Context: an optimization exercise on an open-source flow, tuned for small area, a short achievable clock period and few clock cycles per item. The choices shown serve that exercise and are no tape-out recipe.
In this exercise RTL edits were held to simulation tests only and were not proved equivalent to the original.
Power is estimated from default activity; no workload was simulated.

==> garnet: inputs <==
// udptl_encoder
module udptl_encoder (
    input  wire        clk,
    input  wire        rst,
    input  wire        cmd_valid,
    output wire        cmd_ready,
    input  wire [5:0]  cmd_len,
    input  wire [1:0]  cfg_mode,
    input  wire [3:0]  cfg_span,
    input  wire [3:0]  cfg_entries,
    input  wire [15:0] cfg_far_max,
    input  wire        in_valid,
    output wire        in_ready,
    input  wire [7:0]  in_data,
    output wire        out_valid,
    input  wire        out_ready,
    output wire [7:0]  out_data,
    output wire        out_last,
    output wire        resp_valid,
    output wire [7:0]  resp_status,
    output wire [15:0] resp_seq,
    output wire [3:0]  resp_kept,
    output wire [9:0]  resp_len
);
    localparam MODE_RED = 2'd1;
    localparam MODE_FEC = 2'd2;
    localparam S_IDLE  = 4'd0;
    localparam S_H0    = 4'd1;
    localparam S_H1    = 4'd2;
    localparam S_H2    = 4'd3;
    localparam S_PAY   = 4'd4;
    localparam S_R0    = 4'd5;
    localparam S_R1    = 4'd6;
    localparam S_R2    = 4'd7;
    localparam S_R3    = 4'd8;
    localparam S_EL    = 4'd9;
    localparam S_ED    = 4'd10;
    localparam S_ERESP = 4'd11;
    localparam RD_IDLE = 2'd0;
    localparam RD_PAY  = 2'd1;
    localparam RD_WAIT = 2'd2;
    localparam RD_EL   = 2'd3;
    localparam PL_IDLE  = 2'd0;
  ...
export LEC_CHECK = 0
export CAP_MARGIN = 20
export CORE_MARGIN = 2
export CORE_UTILIZATION = 60
export CTS_CLUSTER_DIAMETER = 60
export CTS_CLUSTER_SIZE = 28
export PLACE_DENSITY = 0.72
export SLEW_MARGIN = 20
create_clock -name core_clock -period 12.0 [get_ports {clk}]
standard.sh (not shown) runs the stock make flow with config.mk's settings and CLKGATE_MAP_FILE= SYNTH_SCRIPT=/design/flow/synth_recipe.tcl, a recipe that flattens the netlist after the stock synthesis.
==> flow/flow/run.sh <==
#!/bin/bash
set -euo pipefail
bash standard.sh SETUP_SLACK_MARGIN=8.3 finish > orfs_flow.log 2>&1
==> delta (differences from garnet) <==
--- a/flow/design.v
+++ b/flow/design.v
@@ -94,32 +94,39 @@
     reg [3:0]  state;
     reg        a_tag;
     reg [5:0]  a_len;
     reg [1:0]  a_mode;
     reg [3:0]  a_span;
     reg [3:0]  a_ent;
     reg [3:0]  a_prod;
+    reg [4:0]  a_s3;            
     reg [2:0]  a_st;
     reg        a_r15;           
     reg [15:0] seq;
     reg [4:0]  sent;            
     reg [5:0]  a_rem;           
     reg [9:0]  a_far;           
     reg [3:0]  em;
     reg [3:0]  eslot;           
     reg [5:0]  cel;             
     reg        lastel;          
-    reg        o_v;
-    reg [7:0]  o_d;
-    reg        o_l;
-    reg        o_lr;            
+    reg [7:0]  oe_d [0:1];
+    reg        oe_l [0:1];
+    reg        o_wp, o_rp;
+    reg [1:0]  o_cnt;
+    reg        p_v;             
+    reg [7:0]  p_d;             
+    reg        p_l;             
+    reg        p_lr;            
+    reg        e_v;             
+    reg [2:0]  ro_st;           
+    reg [15:0] ro_seq;
+    reg [3:0]  ro_kept;
+    reg [9:0]  ro_len;
     reg        c_rdy;           
-    reg        k_v;
-    reg [7:0]  k_d;
-    reg        k_l;
     reg        pr_v;            
     reg        r_v;
     reg [2:0]  r_st;
     reg [15:0] r_seq;
     reg [3:0]  r_kept;
     reg [9:0]  r_len;
     reg [1:0]  pl;
@@ -136,43 +143,53 @@
     reg [5:0]  pmax;
     reg        bv_v;
     reg [5:0]  bv;
     reg        bok;
     reg [3:0]  bcnt;
     reg [3:0]  kept;
     reg [9:0]  olen;
+    reg [10:0] room;            
     reg [15:0] mask0;
     reg [23:0] elen_arr;
     assign cmd_ready   = c_rdy;
     assign in_ready    = in_rdy;
-    assign out_valid   = o_v;
-    assign out_data    = o_d;
-    assign out_last    = o_l;
+    assign out_valid   = p_v;
+    assign out_data    = p_d;
+    assign out_last    = p_l;
     assign resp_valid  = r_v;
-    assign resp_status = {5'd0, r_st};
-    assign resp_seq    = r_seq;
-    assign resp_kept   = r_kept;
-    assign resp_len    = r_len;
+    assign resp_status = {5'd0, ro_st};
+    assign resp_seq    = ro_seq;
+    assign resp_kept   = ro_kept;
+    assign resp_len    = ro_len;
     wire [3:0] cur   = seq[3:0];
     wire [9:0] olen_n = olen + {4'd0, bv} + 10'd1;    
-    reg  [3:0] pc_c, ps_c;
+    wire       f_ramp = (sent < {1'b0, a_prod});
+    wire       f_c1   = (sent >= {1'b0, a_span});
+    wire       f_c2   = (sent >= {a_span, 1'b0});
+    wire       f_c3   = (sent >= a_s3);
+    wire [3:0] cur_me = cur - a_ent;
+    reg  [3:0] pc_c, ps_c, ptr_c, pbase_c;
     always @(*) begin
-        pc_c = 4'd0;
-        ps_c = 4'd0;
+        pc_c    = 4'd0;
+        ps_c    = 4'd0;
+        ptr_c   = cur - 4'd1;
+        pbase_c = cur;
         if (a_red) begin
             pc_c = (sent < {1'b0, a_ent}) ? sent[3:0] : a_ent;
         end else if (a_fec) begin
-            if (sent < {1'b0, a_prod}) begin
-                pc_c = {3'd0, sent[3:0] >= {1'b0, a_span}}
-                     + {3'd0, {1'b0, sent[3:0]} >= {a_span, 1'b0}}
-                     + {3'd0, {2'b0, sent[3:0]} >= ({2'b0, a_span} + {1'b0, a_span, 1'b0})};
-                ps_c = (sent[3:0] < a_span) ? 4'd0 : a_span;
+            if (f_ramp) begin
+                pc_c    = {2'b00, f_c2, (f_c1 & ~f_c2) | f_c3};
+                ps_c    = f_c1 ? a_span : 4'd0;
+                ptr_c   = f_c3 ? cur - 4'd3 : (f_c2 ? cur - 4'd2 : cur - 4'd1);
+                pbase_c = f_c3 ? cur - 4'd2 : (f_c2 ? cur - 4'd1 : cur);
             end else begin
-                pc_c = a_ent;
-                ps_c = a_span;
+                pc_c    = a_ent;
+                ps_c    = a_span;
+                ptr_c   = cur_me;
+                pbase_c = cur_me + 4'd1;
             end
         end
     end
     wire       a_red = (a_mode == MODE_RED);
     wire       a_fec = (a_mode == MODE_FEC);
     wire [127:0] rbytes;
     wire [79:0]  lens;          
@@ -299,45 +316,52 @@
             S_ED: begin
                 pvalid = rf_ne;
                 plast  = (a_rem == 6'd1) & last_el;
             end
             default: ;
         endcase
     end
-    wire pfire   = pvalid & ~k_v;
+    wire pfire   = pvalid & (o_cnt != 2'd2);
     wire rf_pop  = pfire & ((state == S_PAY) | (state == S_ED));
     wire can_act = q_valid & q_age & q_wtaken & ~q_actd;
     wire act_err = (q_st != 3'd0);
     wire finish_ok  = pfire & plast;
     wire finish_err = (state == S_ERESP) & ~pr_v & ~w_on_a;
     wire act = can_act & ((state == S_IDLE) | finish_ok | finish_err);
-    wire o_free = ~o_v | out_ready;
-    wire o_fire = o_v & out_ready;
-    wire pr_v_n = finish_ok | (pr_v & ~(o_fire & o_lr));
+    wire o_fire = p_v & out_ready;
+    wire pr_v_n = finish_ok | (pr_v & ~(o_fire & p_lr));
+    wire [1:0] o_cnt_ap = o_cnt - {1'b0, o_fire};       
+    wire       o_rp_n   = o_rp ^ o_fire;
+    wire       o_hd_new = (o_cnt_ap == 2'd0);            
+    wire [7:0] o_hd_d   = o_hd_new ? pbyte : oe_d[o_rp_n];
+    wire       o_hd_l   = o_hd_new ? plast : oe_l[o_rp_n];
     always @(posedge clk) begin
         if (rst) begin
             G       <= 5'd0;
             q_valid <= 1'b0;
             c_rdy   <= 1'b1;
-            o_lr    <= 1'b0;
+            p_lr    <= 1'b0;
             w_busy  <= 1'b0;
             w_rem   <= 6'd0;
             wseq    <= 4'd0;
             in_rdy  <= 1'b0;
             in_q_v  <= 1'b0;
             rd      <= RD_IDLE;
             rf_cnt  <= 0;
             rf_wr   <= 0;
             rf_rd   <= 0;
             x1_v    <= 1'b0;
             state   <= S_IDLE;
             seq     <= 16'd0;
             sent    <= 5'd0;
-            o_v     <= 1'b0;
-            k_v     <= 1'b0;
+            p_v     <= 1'b0;
+            o_cnt   <= 2'd0;
+            o_wp    <= 1'b0;
+            o_rp    <= 1'b0;
+            e_v     <= 1'b0;
             pr_v    <= 1'b0;
             r_v     <= 1'b0;
         end else begin
             G <= G + 5'd1;
             if (accept) begin
                 q_valid <= 1'b1;
                 c_rdy   <= 1'b0;
@@ -390,27 +414,22 @@
             end
             if (finish_ok | finish_err) state <= S_IDLE;
             if (act) state <= act_err ? S_ERESP : S_H0;
             if (finish_ok) begin
                 seq <= seq + 16'd1;
                 if (!sent[4]) sent <= sent + 5'd1;
             end
-            if (o_free) begin
-                if (k_v) begin
-                    o_v <= 1'b1;
-                    k_v <= 1'b0;
-                end else begin
-                    o_v <= pfire;
-                end
-            end else if (pfire) begin
-                k_v <= 1'b1;
-            end
-            r_v  <= (o_fire & o_lr) | finish_err;
+            o_cnt <= o_cnt_ap + {1'b0, pfire};
+            p_v   <= (o_cnt_ap != 2'd0) | pfire;
+            if (pfire)  o_wp <= ~o_wp;
+            if (o_fire) o_rp <= o_rp_n;
+            p_lr  <= o_hd_l & pr_v_n;
+            e_v  <= finish_err;
+            r_v  <= (o_fire & p_lr) | e_v;
             pr_v <= pr_v_n;
-            if (o_free) o_lr <= (k_v ? k_l : plast) & pr_v_n;
         end
     end
     always @(posedge clk) begin
         if (accept) begin
             q_age    <= 1'b0;
             q_wtaken <= 1'b0;
             q_rtaken <= 1'b0;
@@ -497,28 +516,30 @@
         if (act) begin
             a_tag  <= q_tag;
             a_len  <= q_len;
             a_mode <= q_mode;
             a_span <= q_span;
             a_ent  <= q_ent;
             a_prod <= q_prod[3:0];
+            a_s3   <= (q_span > 4'd5) ? 5'd16 : {1'b0, q_span} + {q_span, 1'b0};
             a_st   <= q_st;
             a_far  <= q_farhi ? 10'h3FF : q_far;
             a_r15  <= (q_mode == MODE_RED && q_ent == 4'd15) ||
                       (q_mode == MODE_FEC && q_prod == 8'd15);
         end
-        if (o_free) begin
-            if (k_v) begin
-                o_d <= k_d; o_l <= k_l;
-            end else begin
-                o_d <= pbyte; o_l <= plast;
-            end
-        end else if (pfire) begin
-            k_d <= pbyte; k_l <= plast;
+        if (pfire) begin
+            oe_d[o_wp] <= pbyte;
+            oe_l[o_wp] <= plast;
         end
+        p_d <= o_hd_d;
+        p_l <= o_hd_l;
+        ro_st   <= r_st;
+        ro_seq  <= r_seq;
+        ro_kept <= r_kept;
+        ro_len  <= r_len;
         if (finish_ok) begin
             r_st   <= 3'd0;
             r_seq  <= seq;
             r_kept <= kept;
             r_len  <= olen;
         end
         if (finish_err) begin
@@ -533,26 +554,22 @@
             case (pl)
                 PL_INIT: begin
                     kept  <= 4'd0;
                     bok   <= 1'b1;
                     bcnt  <= 4'd0;
                     mask0 <= 16'd0;
                     olen  <= {4'd0, a_len} + (a_fec ? 10'd7 : 10'd5);
+                    room  <= {1'b0, a_far} - {5'd0, a_len} - (a_fec ? 11'd7 : 11'd5);
                     pm <= 4'd0;
                     pj <= 4'd1;
                     pscan_end <= 1'b0;
                     pc <= pc_c;
                     ps <= ps_c;
-                    case (pc_c)
-                        4'd1:    begin ptr <= cur - 4'd1; pbase <= cur;        end
-                        4'd2:    begin ptr <= cur - 4'd2; pbase <= cur - 4'd1; end
-                        4'd3:    begin ptr <= cur - 4'd3; pbase <= cur - 4'd2; end
-                        default: begin ptr <= cur - 4'd4; pbase <= cur - 4'd3; end
-                    endcase
-                    if (a_red) ptr <= cur - 4'd1;
+                    ptr   <= ptr_c;
+                    pbase <= pbase_c;
                     if (pc_c == 4'd0) begin
                         pl <= PL_IDLE;
                         pl_done <= 1'b1;
                     end else begin
                         pl <= PL_SCAN;
                     end
                 end
@@ -587,16 +604,17 @@
                         end else begin
                             pmax <= (lv_first || lv > pmax) ? lv : pmax;
                         end
                     end
                     if (bv_v) begin
                         bcnt <= bcnt + 4'd1;
                         if (bok) begin
-                            if (olen_n <= a_far) begin
+                            if (!room[10] && room[9:0] > {4'd0, bv}) begin
                                 olen <= olen_n;
+                                room <= room + {5'h1F, ~bv};
                                 kept <= kept + 4'd1;
                                 elen_arr[kept[1:0]*6 +: 6] <= bv;
                             end else begin
                                 bok <= 1'b0;
                             end
                         end
                         if (bcnt + 4'd1 == pc) begin
==> flow/flow/run.sh (replaced) <==
#!/bin/bash
set -euo pipefail
bash standard.sh SETUP_SLACK_MARGIN=8.4 finish > orfs_flow.log 2>&1
- CORE_UTILIZATION: 60 -> 62
- PLACE_DENSITY: 0.72 -> 0.8
==> sierra (differences from garnet) <==
--- a/flow/design.v
+++ b/flow/design.v
@@ -53,16 +53,15 @@
     reg        q_actd;          
     reg        q_tag;
     reg [3:0]  q_slot;          
     reg [5:0]  q_len;
     reg [1:0]  q_mode;
     reg [3:0]  q_span;
     reg [3:0]  q_ent;
-    reg [9:0]  q_far;           
-    reg        q_farhi;         
+    reg [15:0] q_far;
     reg [2:0]  q_st;            
     reg [7:0]  q_prod;
     reg        tag_ctr;
     reg        w_busy;
     reg        w_ok;
     reg        w_tag;
     reg [3:0]  w_slot;
@@ -171,30 +170,30 @@
                 ps_c = a_span;
             end
         end
     end
     wire       a_red = (a_mode == MODE_RED);
     wire       a_fec = (a_mode == MODE_FEC);
     wire [127:0] rbytes;
-    wire [79:0]  lens;          
+    wire [95:0]  lens;
     wire         align = (r_D[1:0] == 2'b00);
     wire         wr_go = in_q_v & w_ok;
     wire         w_take;
     genvar g;
     generate
         for (g = 0; g < 16; g = g + 1) begin : SL
             reg [255:0] d;
             reg [2:0]   wb;
-            reg [4:0]   ln;         
+            reg [5:0]   ln;
             wire        wr   = wr_go & (w_slot == g);
             wire [7:0]  tail = wr ? in_q : d[7:0];
             always @(posedge clk) begin
                 d <= {tail, d[255:8]};
                 if (wr & ~w_started_q) wb <= G[4:2];
-                if (w_take && q_st == 3'd0 && wseq == g) ln <= q_len[4:0] - 5'd1;
+                if (w_take && q_st == 3'd0 && wseq == g) ln <= q_len;
             end
             wire [2:0] tap = wb + r_D[4:2];
             reg  [7:0] tapb;
             always @(*) begin
                 case (tap)
                     3'd0: tapb = d[  7:  0];
                     3'd1: tapb = d[ 39: 32];
@@ -202,17 +201,17 @@
                     3'd3: tapb = d[103: 96];
                     3'd4: tapb = d[135:128];
                     3'd5: tapb = d[167:160];
                     3'd6: tapb = d[199:192];
                     default: tapb = d[231:224];
                 endcase
             end
-            wire live = r_use[g] & ~r_idx[5] & (r_idx[4:0] <= ln);
+            wire live = r_use[g] & (r_idx < ln);
             assign rbytes[g*8 +: 8] = live ? tapb : 8'h00;
-            assign lens[g*5 +: 5]   = ln;
+            assign lens[g*6 +: 6]   = ln;
         end
     endgenerate
     wire [31:0] x1_c;
     genvar h;
     generate
         for (h = 0; h < 4; h = h + 1) begin : XG
             assign x1_c[h*8 +: 8] = rbytes[h*32 +: 8] ^ rbytes[h*32+8 +: 8] ^
@@ -242,17 +241,15 @@
     wire       r_take  = ((rd == RD_IDLE) | r_fin) & q_valid & q_age & q_wtaken & ~q_rtaken;
     wire       r_view   = (a_tag == r_tag) & (state != S_IDLE) & (pl != PL_INIT);
     wire [3:0] r_job_n  = (rd == RD_WAIT) ? r_nj : r_job + 4'd1;
     wire       r_start  = r_view & (kept > r_job_n) & ((rd == RD_WAIT) | r_jend);
     assign     r_fin    = r_view & pl_done & ~(kept > r_job_n) & ((rd == RD_WAIT) | r_jend);
     wire       r_first  = (r_job_n == 4'd0);
     wire [3:0] r_slot_n = r_first ? cur - 4'd1 : r_slot - 4'd1;
-    wire [5:0] r_fel_n  = elen_arr[r_job_n[1:0]*6 +: 6];
-    wire [5:0] r_elm1_n = a_red ? {1'b0, lens[r_slot_n*5 +: 5]} : r_fel_n - 6'd1;
-    wire       r_el0_n  = ~a_red & (r_fel_n == 6'd0);
+    wire [5:0] r_el_n   = a_red ? lens[r_slot_n*6 +: 6] : elen_arr[r_job_n[1:0]*6 +: 6];
     wire       r_push  = rf_nf & align & (((rd == RD_PAY) & p_avail) |
                                           ((rd == RD_EL) & ~r_el0));
     wire       r_jend  = (rd == RD_EL) & (r_el0 | (r_push & (r_idx == r_elm1)));
     wire [5:0] cur_elen = cel;
     wire       last_el  = lastel;
     wire       el_first = pfire & (((state == S_R1) & ~a_fec) | (state == S_R3));
     wire       el_next  = pfire & (((state == S_EL) & (cel == 6'd0)) |
@@ -417,16 +414,15 @@
             q_actd   <= 1'b0;
             q_tag    <= tag_ctr;
             tag_ctr  <= ~tag_ctr;
             q_len    <= cmd_len;
             q_mode   <= cfg_mode;
             q_span   <= cfg_span;
             q_ent    <= cfg_entries;
-            q_far    <= cfg_far_max[9:0];
-            q_farhi  <= |cfg_far_max[15:10];
+            q_far    <= cfg_far_max;
         end else begin
             q_age <= 1'b1;
             if (w_take) q_wtaken <= 1'b1;
             if (r_take) q_rtaken <= 1'b1;
             if (act) q_actd <= 1'b1;
         end
         q_st   <= q_st_c;
@@ -448,16 +444,16 @@
             w_started <= 1'b1;
             w_nxt     <= w_started ? w_nxt + 5'd1 : G2;
         end
         x1 <= x1_c;
         if (x1_v) rf[rf_wr] <= xbyte;
         if (r_start) begin
             r_slot <= r_slot_n;
-            r_elm1 <= r_elm1_n;
-            r_el0  <= r_el0_n;
+            r_elm1 <= r_el_n - 6'd1;
+            r_el0  <= (r_el_n == 6'd0);
         end
         r_D <= r_push ? r_D : r_D - 5'd1;
         if (r_push) r_idx <= r_idx + 6'd1;
         case (rd)
             RD_PAY: r_nj <= 4'd0;
             RD_EL:  r_nj <= r_job + 4'd1;
             default: ;
@@ -487,26 +483,26 @@
                 end
                 default: ;
             endcase
         end
         if (el_first | el_next) begin
             em     <= em_n;
             eslot  <= eslot_n;
-            cel    <= a_red ? {1'b0, lens[eslot_n*5 +: 5]} + 6'd1 : elen_arr[em_n[1:0]*6 +: 6];
+            cel    <= a_red ? lens[eslot_n*6 +: 6] : elen_arr[em_n[1:0]*6 +: 6];
             lastel <= (em_n + 4'd1 == kept);
         end
         if (act) begin
             a_tag  <= q_tag;
             a_len  <= q_len;
             a_mode <= q_mode;
             a_span <= q_span;
             a_ent  <= q_ent;
             a_prod <= q_prod[3:0];
             a_st   <= q_st;
-            a_far  <= q_farhi ? 10'h3FF : q_far;
+            a_far  <= (|q_far[15:10]) ? 10'h3FF : q_far[9:0];
             a_r15  <= (q_mode == MODE_RED && q_ent == 4'd15) ||
                       (q_mode == MODE_FEC && q_prod == 8'd15);
         end
         if (o_free) begin
             if (k_v) begin
                 o_d <= k_d; o_l <= k_l;
             end else begin
@@ -555,15 +551,15 @@
                     end else begin
                         pl <= PL_SCAN;
                     end
                 end
                 PL_SCAN: begin
                     if (!pscan_end) begin
                         lv_v     <= 1'b1;
-                        lv       <= (a_fec && ps == 4'd0) ? 6'd0 : {1'b0, lens[ptr*5 +: 5]} + 6'd1;
+                        lv       <= (a_fec && ps == 4'd0) ? 6'd0 : lens[ptr*6 +: 6];
                         lv_first <= a_red | (ps == 4'd0) | (pj == 4'd1);
                         lv_last  <= a_red | (ps == 4'd0) | (pj == ps);
                         if (a_red) begin
                             ptr <= ptr - 4'd1;
                         end else if (ps != 4'd0) begin
                             if (pm == 4'd0) mask0 <= mask0 | (16'd1 << ptr);
                             if (pj == ps) begin
==> key figures <==
Outcome
  • Status: no timing/DRC/antenna violations

STA
  • Min Tclk post-route: 3880 ps

Pwr
  • Power Clock: 8.52 mW
  • Comb power frac: 15.1%

Final layout
  • Fillcell total: 14900

Route
  • DR WL met3: 15.3 mm

Worst setup path
  • Slowest CP cell: edfxtp_1

GRT
  • Gr usage total: 24.3%

Synthesis
  • Post-Syn Area: 128000 um2
That was sierra.
==> key figures <==
GRT
  • Gr usage total: approximately a quarter

STA
  • Min Tclk post-route: approximately 3800 ps

Final layout
  • Fillcell total: 13200

Clock network
  • Longest Clk Path Bufs: 3

Pwr
  • Power Clock: 8.56 mW
  • Comb power frac: 17.8%

Synthesis
  • Area leader, netlist: dfxtp_1

Route
  • DR WL met3: 17.1 mm

Outcome
  • Status: no timing/DRC/antenna violations

Worst setup path
  • Slowest CP cell: dfxtp_4
That was delta.
==> key figures <==
Outcome
  • Status: no timing/DRC/antenna violations

Final layout
  • Invs w/o clock: 221
  • Fillcell total: ~15000

Worst setup path
  • Slowest CP cell: edfxtp_1
  • Slowest Stage Delay on Critical Path: 440 ps

GRT
  • Gr usage total: between 20% and 30%

Pwr
  • Comb power frac: 16.9%

Synthesis
  • Post-Syn Area: approximately 130000 um2
That was garnet.
Testbench counts of garnet, summed over its fixed seeds: cycles 96,739, items 1,280.
Testbench counts of delta, summed over its fixed seeds: cycles 96,739, items 1,280.
Testbench counts of sierra, summed over its fixed seeds: cycles 96,739, items 1,280.

re-timing with driven ports:
The results above use ideal ports. As a check the final layouts listed here were re-extracted and re-timed, cells and wires unchanged. Step 1 sets driving cells, clkbuf_16 on the clock port and buf_2 on the other inputs (assumed; they add their load-dependent delay and slew). Step 2 times the ports against the registers' clock, not the clock port: input delays grow and output delays shrink by t, the midpoint of the rising clock arrivals with the driver on. a / b / c = ideal / step 1 / step 2; a / b = the first two.
| run | shift t [ns] | setup WS [ns] | pins driven straight from the clock port |
|---|---|---|---|
| garnet | 0.979 | 8.066 / 7.980 / 7.612 | 1 |
| delta | 0.958 | 8.222 / 8.142 / 7.660 | 1 |
| sierra | 0.975 | 8.118 / 8.080 / 7.555 | 1 |
After both steps every run listed still meets setup and hold. The setup slack of sierra, which loses most, moves by -0.038 ns with the drivers and by -0.563 ns with both steps.
